What follows belongs to an exercise in optimizing a design on an open flow for small area, a short achievable clock period and few clock cycles; a production flow would make more cautious choices.
The RTL was checked by simulation tests, not by an equivalence proof against the original design.
Power figures rest on the tool's default switching activity, not on a simulated workload.

===== flow/config.mk =====
export PLATFORM = sky130hd
export DESIGN_NAME = pae_a_encoder
export DESIGN_NICKNAME = pae_a_encoder
export VERILOG_FILES = /design/flow/design.v
export SDC_FILE = /design/flow/constraint.sdc
export NUM_CORES = 4
export LEC_CHECK = 0
export CAP_MARGIN = 20
export CORE_MARGIN = 2
export CORE_UTILIZATION = 40
export PLACE_DENSITY = 0.6
export SLEW_MARGIN = 20

===== flow/constraint.sdc =====
create_clock -name core_clock -period 7.0 [get_ports {clk}]
set_input_delay 1.4000 -clock core_clock [delete_from_list [all_inputs] [get_ports {clk}]]
set_output_delay 1.4000 -clock core_clock [all_outputs]
set_load 0.01 [all_outputs]

===== flow/design.v =====
module pae_a_encoder (
    input  wire       clk,
    input  wire       rst,
    input  wire       start,
    input  wire [3:0] cfg_width,
    input  wire       cfg_swap,
    input  wire [1:0] cfg_mode,
    output wire       busy,
    output wire       done,
    input  wire       in_valid,
    input  wire [7:0] in_data,
    output wire       in_ready,
    output wire       out_valid,
    output wire [7:0] out_data,
    input  wire       out_ready
);
    reg        act;             
    reg        dn;              
    reg [3:0]  w;
    reg [1:0]  md;
    reg        plane;
    reg        first;           
    reg        fin;             
    reg [10:0] bcnt;            
    reg [7:0]  ib;
    reg        ibv;
    reg        rle;             
    reg [12:0] m;               
    reg [1:0]  ph;              
    reg [14:0] acc;
    reg [3:0]  lvl;
    reg [7:0]  obuf;
    reg        ofull;
    assign busy      = act;
    assign done      = dn;
    assign out_valid = ofull;
    assign out_data  = obuf;
    wire [1:0] p0 = ib[7:6], p1 = ib[5:4], p2 = ib[3:2], p3 = ib[1:0];
    wire z0 = (p0 == 2'd0), z1 = (p1 == 2'd0), z2 = (p2 == 2'd0), z3 = (p3 == 2'd0);
    wire allz = z0 & z1 & z2 & z3;
    wire last = (bcnt == 11'd1);
    wire [2:0] lz = !z0 ? 3'd0 : !z1 ? 3'd1 : !z2 ? 3'd2 : !z3 ? 3'd3 : 3'd4;
    wire [12:0] mp = m + {10'd0, lz};
    function [3:0] blen;        
        input [12:0] x;
        integer k;
        begin
            blen = 4'd0;
            for (k = 0; k < 13; k = k + 1)
                if (x[k]) blen = k + 1;
        end
    endfunction
    wire [3:0] bl_m  = blen(m);
    wire [3:0] bl_mp = blen(mp);
    wire       xo = (bl_mp != bl_m) && (bl_mp >= 4'd3);    
    wire [3:0] kk    = bl_mp - 4'd1;                          
    wire       big   = (kk > 4'd6);                           
    wire [6:0] qv = big ? mp[12:6] : mp[6:0];
    wire [2:0] qk = big ? kk[2:0] - 3'd6 : kk[2:0];            
    wire [6:0] qa = qv << (3'd7 - qk);                          
    wire [7:0] rc0 = {1'b0, qa};
    wire [7:0] rc  = xo ? {1'b1, rc0[7:1]} : rc0;
    wire [3:0] rcl = {1'b0, qk} + 4'd1 + {3'd0, xo};
    reg [7:0] h0; reg [3:0] l0;
    reg [7:0] h1; reg [3:0] l1;
    reg [7:0] t1; reg [3:0] tl;
    always @(*) begin
        h0 = 8'd0; l0 = 4'd0;
        if (z0) begin
            if (!rle) begin h0 = 8'b00_000000; l0 = 4'd2; end
        end else begin
            h0 = {p0, 6'd0}; l0 = 4'd2;
        end
        if (z1) begin
            if (!z0) begin h0 = h0; l0 = l0 + 4'd2; end
        end else if (z0 && !rle) begin
            h0 = h0 | ({2'b00, p1, 4'b0000} >> l0); l0 = l0 + 4'd4;
        end else begin
            h0 = h0 | ({p1, 6'd0} >> l0); l0 = l0 + 4'd2;
        end
    end
    always @(*) begin
        h1 = 8'd0; l1 = 4'd0;
        if (z2) begin
            if (!z1) l1 = 4'd2;
        end else if (z1 && !(rle && z0)) begin
            h1 = {1'b0, z0, p2, 4'd0}; l1 = 4'd4;             
        end else begin
            h1 = {p2, 6'd0}; l1 = 4'd2;
        end
        if (z3) begin
            if (!z2) l1 = l1 + 4'd2;
        end else if (z2 && !(rle && z0 && z1)) begin
            if (z1 && z0) begin                                
                h1 = {4'b1000, p3, 2'b00}; l1 = 4'd6;          
            end else begin
                h1 = h1 | ({1'b0, z1, p3, 4'd0} >> l1); l1 = l1 + 4'd4;
            end
        end else begin
            h1 = h1 | ({p3, 6'd0} >> l1); l1 = l1 + 4'd2;
        end
        t1 = 8'd0; tl = 4'd0;
        if (z3 && !(rle && allz)) begin
            if (!z2) begin                                     
                if (last) begin t1 = 8'b00_000000; tl = 4'd2; end
            end else if (!z1) begin                            
                if (last) begin t1 = 8'b01_000000; tl = 4'd2; end
            end else if (!z0) begin                            
                if (last) begin t1 = 8'b1000_0000; tl = 4'd4; end
                else      begin t1 = 8'b1_0000000; tl = 4'd1; end
            end else begin                                     
                if (last) begin t1 = 8'b1001_0000; tl = 4'd4; end
                else      begin t1 = 8'b1_0000000; tl = 4'd1; end
            end
        end
        h1 = h1 | (t1 >> l1);
        l1 = l1 + tl;
    end
    wire [7:0] hb  = h0 | (h1 >> l0);
    wire [3:0] lb  = l0 + l1;
    wire       one = (lb <= 4'd8);
    wire [7:0] csq = cfg_width * cfg_width;
    wire [7:0] wsq = w * w;
    wire go = act && !fin && ibv && !lvl[3];
    reg  [7:0] ch;              
    reg  [3:0] cl;              
    reg        consume;         
    always @(*) begin
        ch = 8'd0; cl = 4'd0; consume = 1'b0;
        if (first) begin
            if (!plane)         begin ch = {!z0, 7'd0};            cl = 4'd1; end
            else if (md == 2'd0) begin ch = {1'b0, !z0, 6'd0};     cl = 4'd2; end
            else                begin ch = {1'b1, md[1], !z0, 5'd0}; cl = 4'd3; end
        end else if (ph == 2'd1) begin
            ch = {m[5:0], 2'b00}; cl = 4'd6;
            consume = allz;     
        end else if (ph == 2'd0 && rle && (!allz || last)) begin
            ch = rc; cl = rcl;
            consume = allz && !big;
        end else if (ph != 2'd0 || !rle) begin
            if (ph == 2'd3) begin
                ch = h1; cl = l1; consume = 1'b1;
            end else if (one) begin
                ch = hb; cl = lb; consume = 1'b1;
            end else begin
                ch = h0; cl = l0;
            end
        end else begin
            ch = {xo, 7'd0}; cl = {3'd0, xo};
            consume = 1'b1;
        end
    end
    wire take   = go && consume;
    wire lastb  = take && last && plane;
    wire fin_n  = fin || lastb;
    wire [14:0] acc_i = go ? (acc | ({ch, 7'd0} >> lvl)) : acc;
    wire [4:0]  lvl_i = go ? ({1'b0, lvl} + {1'b0, cl}) : {1'b0, lvl};
    wire        oroom = !ofull || out_ready;
    wire        push  = oroom && ((lvl_i >= 5'd8) || (fin_n && lvl_i != 5'd0));
    assign in_ready = act && !fin && (!ibv || take);
    always @(posedge clk) begin
        if (rst) begin
            act   <= 1'b0;
            dn    <= 1'b0;
            ofull <= 1'b0;
            ibv   <= 1'b0;
        end else begin
            dn <= 1'b0;
            if (ofull && out_ready)
                ofull <= 1'b0;
            if (start && !act) begin
                act   <= 1'b1;
                w     <= cfg_width;
                md    <= cfg_mode;
                plane <= 1'b0;
                first <= 1'b1;
                fin   <= 1'b0;
                ph    <= 2'd0;
                ibv   <= 1'b0;
                bcnt  <= {csq, 3'b000};
                acc   <= {cfg_width, cfg_width, cfg_swap, 6'd0};
                lvl   <= 4'd9;
            end else if (act) begin
                if (in_valid && in_ready) begin
                    ib  <= in_data;
                    ibv <= 1'b1;
                end else if (take) begin
                    ibv <= 1'b0;
                end
                if (push) begin
                    obuf  <= acc_i[14:7];
                    ofull <= 1'b1;
                    acc   <= {acc_i[6:0], 8'd0};
                    lvl   <= (lvl_i >= 5'd8) ? lvl_i[3:0] - 4'd8 : 4'd0;
                end else begin
                    acc <= acc_i;
                    lvl <= lvl_i[3:0];
                end
                if (go) begin
                    if (first) begin
                        first <= 1'b0;
                        rle   <= z0;
                        m     <= 13'd1;
                        ph    <= 2'd0;
                    end else if (take) begin
                        ph <= 2'd0;
                        if (rle && allz) begin
                            m <= mp;
                        end else begin
                            rle <= z3;
                            m   <= (!z3) ? 13'd1 : (!z2) ? 13'd2 : (!z1) ? 13'd3 :
                                   (!z0) ? 13'd4 : 13'd5;
                        end
                        bcnt <= bcnt - 11'd1;
                        if (last) begin
                            if (!plane) begin
                                plane <= 1'b1;
                                first <= 1'b1;
                                bcnt  <= {wsq, 3'b000};
                            end else begin
                                fin <= 1'b1;
                            end
                        end
                    end else if (ph == 2'd0 && rle) begin
                        m  <= mp;
                        ph <= big ? 2'd1 : 2'd2;
                    end else if (ph == 2'd1) begin
                        ph <= 2'd2;
                    end else begin
                        ph <= 2'd3;
                    end
                end
                if (fin_n && !push && lvl_i == 5'd0 && oroom) begin
                    act <= 1'b0;
                    dn  <= 1'b1;
                end
            end
        end
    end
endmodule

===== flow/run.sh =====
#!/bin/bash
# synth_recipe.tcl (not shown) runs the flow's synth.tcl, then flattens the netlist and writes it again
# the make line also repeats each setting of config.mk as NAME=value (left out here)
make -C /OpenROAD-flow-scripts/flow DESIGN_CONFIG=/design/flow/config.mk WORK_HOME=/design/flow/orfs CLKGATE_MAP_FILE= SYNTH_SCRIPT=/design/flow/synth_recipe.tcl finish

==> results of run 1 <==
per-stage QoR:
step	setup slack, ns	power, W	cell area, sq um
after floorplan	0.00121	0.000641	6980
after global placement	0.0806	0.000696	7820
after detailed placement	0.0461	0.000697	7820
after CTS	0.0286	0.00117	8130
after global routing	-0.0203	0.00121	8330
final	0.331	0.00117	8330
routing by layer:
| metal | vias to the layer above | share of wire, % | global-route usage [%] |
|---|---|---|---|
| met3 | 50 | 5.8 | 3.70 |
| met1 | 3155 | 45 | 30.9 |
| met4 | 0 | 3.1 | 9.26 |
| met5 | - | 0 | 0 |
| met2 | 239 | 47 | 37.1 |
| li1 | 3240 | - | - |
final timing paths:
path                         startpoint                end  slack [ns]
hold / removal        acc[11]$_DFFE_PP_  obuf[4]$_DFFE_PP_        0.54
setup / recovery  bcnt[1]$_SDFFCE_PP0P_           in_ready        0.33
setup reg to reg        ib[3]$_DFFE_PP_  obuf[2]$_DFFE_PP_        0.37
hold reg to reg       acc[11]$_DFFE_PP_  obuf[4]$_DFFE_PP_        0.54
placed cells by master (no fill, tap or decap), drive strengths merged, types with 20 or more instances in the layout:
cell,n
a21oi,59
and2,20
buf,67
clkdlybuf4s50,31
edfxtp,71
ha,21
inv,37
nand2,75
nand3,20
nor2,79
nor3,29
o21ai,52
xnor2,23
registers in the layout (all words and copies together) (netlist names), 2 cells and up:
signal,flops
obuf,8
m,13
ib,8
acc,15
ph,2
md,2
lvl,4
bcnt,11
w,4
report_power, final:
group	internal, W	total (W)	switching (W)	leakage, nW
Clock	0.000277	0.000476	0.000199	0.143
Combinational	0.0000725	0.000161	0.0000889	2.26
Sequential	0.000512	0.000530	0.0000181	0.693
worst max-delay path, stage by stage, from the launching register on:
cell and delay, ns:
edfxtp_1 0.41, inv_1 0.10, ha_1 0.14, or4b_2 0.58, nor4_1 0.29, inv_1 0.23
nor2_1 0.16, ha_1 0.17, fa_1 0.40, inv_1 0.11, fa_1 0.45, o311ai_0 0.23
nand2_1 0.28, nand2_1 0.15, nand2_1 0.08, a31oi_2 0.24, nor3_2 0.07, inv_1 0.23
a21oi_2 0.10, clkdlybuf4s50_1 0.49
area by class of cell:
cell class	count	area, sq um	area share [%]
Clock buffer	10	229	2.75
Clock inverter	6	65.1	0.781
Inverter	37	141	1.70
Multi-Input combinational cell	659	4570	54.9
Sequential cell	75	2210	26.6
Tap cell	225	282	3.38
Timing Repair Buffer	98	830	9.96
logic make-up (layout without fill, tap and decap cells):
kind of cell               after synthesis  in the layout
adders and majority gates               26             26
and+or+nand+nor                        313            313
DFF                                     75             75
muxes                                   15             15
AOI/OAI and AO/OA                      272            272
buffers and inverters                   80            151
xor gates and xnor gates                33             33
timing repair:
item | CTS | global route
gates resized for setup | 2 | 25
pin swaps | 1 | 8
setup buffers | 0 | 9
endpoints found under the setup margin | 2 | 27
==> flow_summary.ini, run 1 <==
[setup_path]
path_class = flop to output pin
critical_path_arrival_ns = 5.27
worstPathRequired_ns = 5.60
cp_max_fo = 6
startpoint_type = flop
r2r_cells = 32
cp-end-kind = output pin

[final_layout]
fillers = 1690
final_core_util_pct = 48.8
syn_to_final_growth_pct = 20.7
drive_gt1_share_pct = 16.6
layout.cells.non_filler = 1110
antenna_cells = 0
final_nets = 926

[floorplan]
fp.dieH_um = 135
die_area_sq_mm = 0.0183
core-area_sq_mm = 0.0171
io_pins = 32
rows = 48
fp.dieW_um = 135
initial_core_util_pct = 40.4

[global_route]
grt-ovfl-total = 0
grt_max_degree = 29
antenna_found_initial = 0
grt_pass1_vias = 6331
grt_usage_pct = 23.0
grt_pass1_wl_um = 33300

[drt]
via_per_inst = 6.02
via_count = 6684
drtIter0Drc = 490
wire_per_inst_um = 18.4
first_pass_iters = 5
routed_wl_um = 20500
drcViolationCount = 0
antenna_left = 0

[clock_tree]
htree_levels = 3
cts_sinks = 75
clk_latency_ns = 0.35
clkSlewWorstSetupHoldPaths_ns = 0.06
clock_path_buffers = 2
holdBufCountCts = 0
cts_made_buffers = 9
tritoncts = yes
ctsRootBufferMaster = clkbuf_16

[synth]
synthMuxAreaShare_pct = 2.41
ys_types = 91
yosysWarnings = 1
netlist_instances = 814
synthXorXnorAreaFrac_pct = 4.19
yosysTopAreaCellShare_pct = 30.9
synth_edf_count = 71
synth_most_common_cell = nor2_1
synthAdderAreaFrac_pct = 5.26
netlist_area_sq_mm = 0.00690
netlist_top_cells_area = edfxtp_1 (31%), nor2_1 (4.3%), a21oi_1 (4.1%)
synth_ff_type = edfxtp_1
yosysSeqAreaShare_pct = 32.1
synth_area_per_cell_sq_um = 8.47
synth-seq-cells = 75
synth_common_cells = nor2_1 (79), nand2_1 (75), edfxtp_1 (71)
synth_fp_nets = 860
postSynth.asyncResetShare_pct = 0
yosys.area_share.simple_pct = 23.1
yosysTopAreaCell = edfxtp_1
synth_top_family_by_area = compound AO/OA/AOI/OAI gates
synth_compound_area_share_pct = 28.1

[sta]
min_period_ns = 6.67
clock_skew_ns = 0.00761
worst_slew_pin_slew_ns = 0.952
min_period_over_period_pct = 95.3
finalSetupTns_ns = 0
fmax_mhz = 150
final_hold_viol_count = 0
setup_violations = 0
drv_slew = 0
hold_ws_ns = 0.544
max_slew_margin_pct = 36.5

[placement]
place_inst = 1085
dp_hpwl_um = 15500
place.gp.congestion = 0.967
io_buffers = 31

[hold_path]
holdPathStages = 2
hp-class = flop to flop

[outcome]
status = timing/DRC/antenna clean

[pwr]
p_leak_nw = 3.09
cellPowerDensity_mw_per_mm2 = 140
vdd_drop_max_mv = 0.116

[run]
max-cap-violations = 0
Testbench counts, summed over its fixed seeds: cycles 57,307.
==> run 2: changes to the inputs <==
--- a/flow/design.v
+++ b/flow/design.v
@@ -18,3 +18,3 @@
     reg        dn;              
-    reg [3:0]  w;
+    reg [3:0]  wm1;             
     reg [1:0]  md;
@@ -23,5 +23,9 @@
     reg        fin;             
-    reg [10:0] bcnt;            
-    reg [7:0]  ib;
-    reg        ibv;
+    reg [2:0]  ca;              
+    reg [3:0]  cb, cc;
+    reg [7:0]  ib, ib2;
+    reg        ibv, ib2v;
+    reg [7:0]  chk;
+    reg [3:0]  cln;
+    reg        cv;
     reg        rle;             
@@ -40,3 +44,3 @@
     wire allz = z0 & z1 & z2 & z3;
-    wire last = (bcnt == 11'd1);
+    wire last = (ca == 3'd0) && (cb == 4'd0) && (cc == 4'd0);
     wire [2:0] lz = !z0 ? 3'd0 : !z1 ? 3'd1 : !z2 ? 3'd2 : !z3 ? 3'd3 : 3'd4;
@@ -121,5 +125,3 @@
     wire       one = (lb <= 4'd8);
-    wire [7:0] csq = cfg_width * cfg_width;
-    wire [7:0] wsq = w * w;
-    wire go = act && !fin && ibv && !lvl[3];
+    wire go = act && !fin && ibv && (!cv || !lvl[3]);
     reg  [7:0] ch;              
@@ -153,9 +155,9 @@
     wire take   = go && consume;
-    wire lastb  = take && last && plane;
-    wire fin_n  = fin || lastb;
-    wire [14:0] acc_i = go ? (acc | ({ch, 7'd0} >> lvl)) : acc;
-    wire [4:0]  lvl_i = go ? ({1'b0, lvl} + {1'b0, cl}) : {1'b0, lvl};
+    wire        ins   = cv && !lvl[3];
+    wire [14:0] acc_i = ins ? (acc | ({chk, 7'd0} >> lvl)) : acc;
+    wire [4:0]  lvl_i = ins ? ({1'b0, lvl} + {1'b0, cln}) : {1'b0, lvl};
     wire        oroom = !ofull || out_ready;
-    wire        push  = oroom && ((lvl_i >= 5'd8) || (fin_n && lvl_i != 5'd0));
-    assign in_ready = act && !fin && (!ibv || take);
+    wire        fl    = fin && (!cv || ins);            
+    wire        push  = oroom && ((lvl_i >= 5'd8) || (fl && lvl_i != 5'd0));
+    assign in_ready = act && !ib2v;
     always @(posedge clk) begin
@@ -166,2 +168,4 @@
             ibv   <= 1'b0;
+            ib2v  <= 1'b0;
+            cv    <= 1'b0;
         end else begin
@@ -172,3 +176,8 @@
                 act   <= 1'b1;
-                w     <= cfg_width;
+                wm1   <= cfg_width - 4'd1;
+                ca    <= 3'd7;
+                cb    <= cfg_width - 4'd1;
+                cc    <= cfg_width - 4'd1;
+                cv    <= 1'b0;
+                ib2v  <= 1'b0;
                 md    <= cfg_mode;
@@ -179,3 +188,2 @@
                 ibv   <= 1'b0;
-                bcnt  <= {csq, 3'b000};
                 acc   <= {cfg_width, cfg_width, cfg_swap, 6'd0};
@@ -183,7 +191,26 @@
             end else if (act) begin
-                if (in_valid && in_ready) begin
-                    ib  <= in_data;
-                    ibv <= 1'b1;
-                end else if (take) begin
-                    ibv <= 1'b0;
+                if (take) begin
+                    if (ib2v) begin
+                        ib   <= ib2;
+                        ib2v <= 1'b0;
+                    end else if (in_valid && in_ready) begin
+                        ib   <= in_data;
+                    end else begin
+                        ibv  <= 1'b0;
+                    end
+                end else if (in_valid && in_ready) begin
+                    if (ibv) begin
+                        ib2  <= in_data;
+                        ib2v <= 1'b1;
+                    end else begin
+                        ib   <= in_data;
+                        ibv  <= 1'b1;
+                    end
+                end
+                if (go) begin
+                    chk <= ch;
+                    cln <= cl;
+                    cv  <= 1'b1;
+                end else if (ins) begin
+                    cv  <= 1'b0;
                 end
@@ -213,3 +240,11 @@
                         end
-                        bcnt <= bcnt - 11'd1;
+                        ca <= ca - 3'd1;
+                        if (ca == 3'd0) begin
+                            cb <= cb - 4'd1;
+                            if (cb == 4'd0) begin
+                                cb <= wm1;
+                                cc <= cc - 4'd1;
+                                if (cc == 4'd0) cc <= wm1;
+                            end
+                        end
                         if (last) begin
@@ -218,3 +253,2 @@
                                 first <= 1'b1;
-                                bcnt  <= {wsq, 3'b000};
                             end else begin
@@ -232,3 +266,3 @@
                 end
-                if (fin_n && !push && lvl_i == 5'd0 && oroom) begin
+                if (fl && !push && lvl_i == 5'd0 && oroom) begin
                     act <= 1'b0;
==> flow_summary.ini, run 2 <==
[outcome]
status = timing/DRC/antenna clean

[final_layout]
largest_reg_flops = 15
final_core_util_pct = 45.7
reg_top3 = acc x15, m x13
antenna_cells = 0
final_common_cell = edfxtp_1
fillers = 1600
drive_gt1_share_pct = 7.87
multi_input_area_sq_mm = 0.00392
final-seq-area_sq_mm = 0.00285
largest-register = acc
final_nets = 839
most-common-layout-cells = edfxtp_1 (91), nor2_1 (84), nand2_1 (76)
layout.cells.non_filler = 1026
syn_to_final_growth_pct = 12.0

[sta]
min_period_over_period_pct = 91.9
final_hold_viol_count = 0
fmax_mhz = 155
setup_violations = 0
rsz0062_at_grt = no
drv_slew = 0
min_period_ns = 6.43
hold_ws_ns = 0.530
finalWorstSetupSlack_ns = 0.569
clock_skew_ns = 0.0101
finalSetupTns_ns = 0
max_slew_margin_pct = 32.0
worst_slew_pin_slew_ns = 1.02

[global_route]
grt_max_degree = 32
grt_pass1_wl_um = 30000
grt_usage_pct = 20.5
grt_pass1_vias = 5869
grt-ovfl-total = 0
antenna_found_initial = 0

[drt]
drtIter0Drc = 494
routed_wl_um = 18200
via_count = 6038
wire_per_inst_um = 17.8
drcViolationCount = 0
via_per_inst = 5.88
antenna_left = 0
first_pass_iters = 5

[clock_tree]
htree_levels = 3
cts_sinks = 97
post_cts_buffers = 0
clk_latency_ns = 0.36
tritoncts = yes
clkSlewWorstSetupHoldPaths_ns = 0.08
ctsRootBufferMaster = clkbuf_16
clock_path_buffers = 2
cts_made_buffers = 9

[synth]
netlist_area_sq_mm = 0.00704
synth_most_common_cell = edfxtp_1
yosysTopAreaCell = edfxtp_1
postSynth.asyncResetShare_pct = 0
yosysTopAreaCellShare_pct = 38.8
synth_edf_count = 91
synth_fp_nets = 822
netlist_top_cells_area = edfxtp_1 (39%), nor2_1 (4.6%), nand2_1 (4.1%)
netlist_instances = 779
ys_types = 74
synth_common_cells = edfxtp_1 (91), nor2_1 (86), nand2_1 (76)
yosysWarnings = 1
synth_area_per_cell_sq_um = 9.04
synth_ff_type = edfxtp_1
yosysSeqAreaShare_pct = 40.5
synth-seq-cells = 97

[run]
max-cap-violations = 0

[pwr]
seqPwrFrac_pct = 51.5
combPwrFrac_pct = 11.6
pwr-share-clk_pct = 36.9
cellPowerDensity_mw_per_mm2 = 166
p_sw_w = 0.000345
p_leak_nw = 2.86
swShare_pct = 26.3
vdd_drop_max_mv = 0.135
p_int_w = 0.000967

[floorplan]
io_pins = 32
die_area_sq_mm = 0.0187
initial_core_util_pct = 40.8
fp.dieW_um = 137
fp.dieH_um = 137
rows = 48
core-area_sq_mm = 0.0172

[placement]
place_inst = 1010
place.gp.congestion = 0.906
dp_slack_ns = 0.331
io_buffers = 31
dp_hpwl_um = 13500

[setup_path]
startpoint_type = flop
cp_max_fo = 14
critical_path_arrival_ns = 6.49
cp-end-kind = flop
path_class = flop to flop
worstPathRequired_ns = 7.06

[hold_path]
hp-class = flop to flop
run 2: worst paths after layout:
check,from,endpoint,slack [ns],depth (start not counted)
max,ib[2]$_DFFE_PP_,fin$_SDFFCE_PP0P_,0.57,23
min,acc[11]$_DFFE_PP_,obuf[4]$_DFFE_PP_,0.53,1
max reg2reg,ib[2]$_DFFE_PP_,fin$_SDFFCE_PP0P_,0.57,23
min reg2reg,acc[11]$_DFFE_PP_,obuf[4]$_DFFE_PP_,0.53,1
run 2: worst max-delay path: stages (launching register included):
cell	delay, ns
edfxtp_1	0.46
nor2_2	0.32
nand2_1	0.12
a21oi_1	0.19
ha_1	0.28
inv_1	0.08
fa_1	0.43
nor2b_4	0.32
o211ai_1	0.18
xor2_2	0.37
nand2_1	0.13
o21ai_0	0.32
nor2_4	0.11
ha_1	0.40
nor2_1	0.07
nand2_1	0.07
mux2i_1	0.16
a311oi_2	0.45
o22ai_1	0.21
a2111oi_4	0.57
buf_4	0.30
nand2_2	0.08
or3_1	0.32
a21oi_1	0.16
run 2: repair_timing:
action                                  4_1_cts  5_1_grt
endpoints found under the setup margin        0       71
hold buffers                                  0        0
gates resized for setup                       0        5
run 2: cell type report:
cell class	instances	share of cell area, %
repair buffers	42	4.98
well taps	225	3.57
multi-input cells	607	49.7
clock buffers	9	2.86
flip-flops and latches	97	36.2
clock inverters	7	0.810
inverters	39	1.86
run 2: cells by family (layout without fill, tap and decap cells):
logic type,count (synthesis),after routing,share of synthesized area (%)
buffers and inverters,75,97,4.28
and+or+nand+nor,299,299,21.1
muxes,32,32,4.78
AOI/OAI and AO/OA,227,227,21.6
DFF,97,97,40.5
adders and majority gates,23,23,4.51
xor gates and xnor gates,26,26,3.24
run 2: routing by layer:
metal  vias to the layer above  part of all wire [%]  wire (um)  global-route usage (%)
li1                       2932                     -          -                       -
met1                      2875                    47       8470                    27.7
met2                       198                    46       8440                    32.3
met3                        33                   4.2        761                    2.67
met4                         0                   3.0        538                    9.90
met5                         -                     0          0                       0
run 2: stage by stage:
| stage | area [sq um] | power, W |
|---|---|---|
| after floorplan | 7040 | 0.000784 |
| after global placement | 7570 | 0.000835 |
| after detailed placement | 7570 | 0.000839 |
| after CTS | 7860 | 0.00132 |
| after global routing | 7880 | 0.00136 |
| final | 7880 | 0.00131 |
run 2: power groups by stage:
stage,Sequential [W],Combinational (W),Clock (W)
6_report,0.000676,0.000152,0.000484
3_5_place_dp,0.000688,0.000151,0
3_3_place_gp,0.000687,0.000148,0
5_1_grt,0.000678,0.000170,0.000516
4_1_cts,0.000675,0.000151,0.000495
2_1_floorplan,0.000679,0.000105,0
Testbench counts of run 2, summed over its fixed seeds: cycles 57,435.

==> re-timing with driven ports <==
The results above use ideal ports. As a check the final layouts listed here were re-extracted and re-timed, cells and wires unchanged. Step 1 (the two cells are an assumption about what drives the block):
set clk [get_ports {clk}]
set_driving_cell -lib_cell sky130_fd_sc_hd__clkbuf_16 $clk
set_driving_cell -lib_cell sky130_fd_sc_hd__buf_2 [delete_from_list [all_inputs] $clk]
Step 2 times the ports against the registers' clock, not the clock port: input delays grow and output delays shrink by t, the midpoint of the rising clock arrivals with the driver on. a / b / c = ideal / step 1 / step 2; a / b = the first two.
run | shift t [ns] | setup slack, ns | pins driven straight from the clock port
run 1 | 0.393 | 0.331 / 0.286 / 0.374 | 1
run 2 | 0.401 | 0.569 / 0.569 / 0.569 | 1
After both steps setup and hold are still met in every run listed.
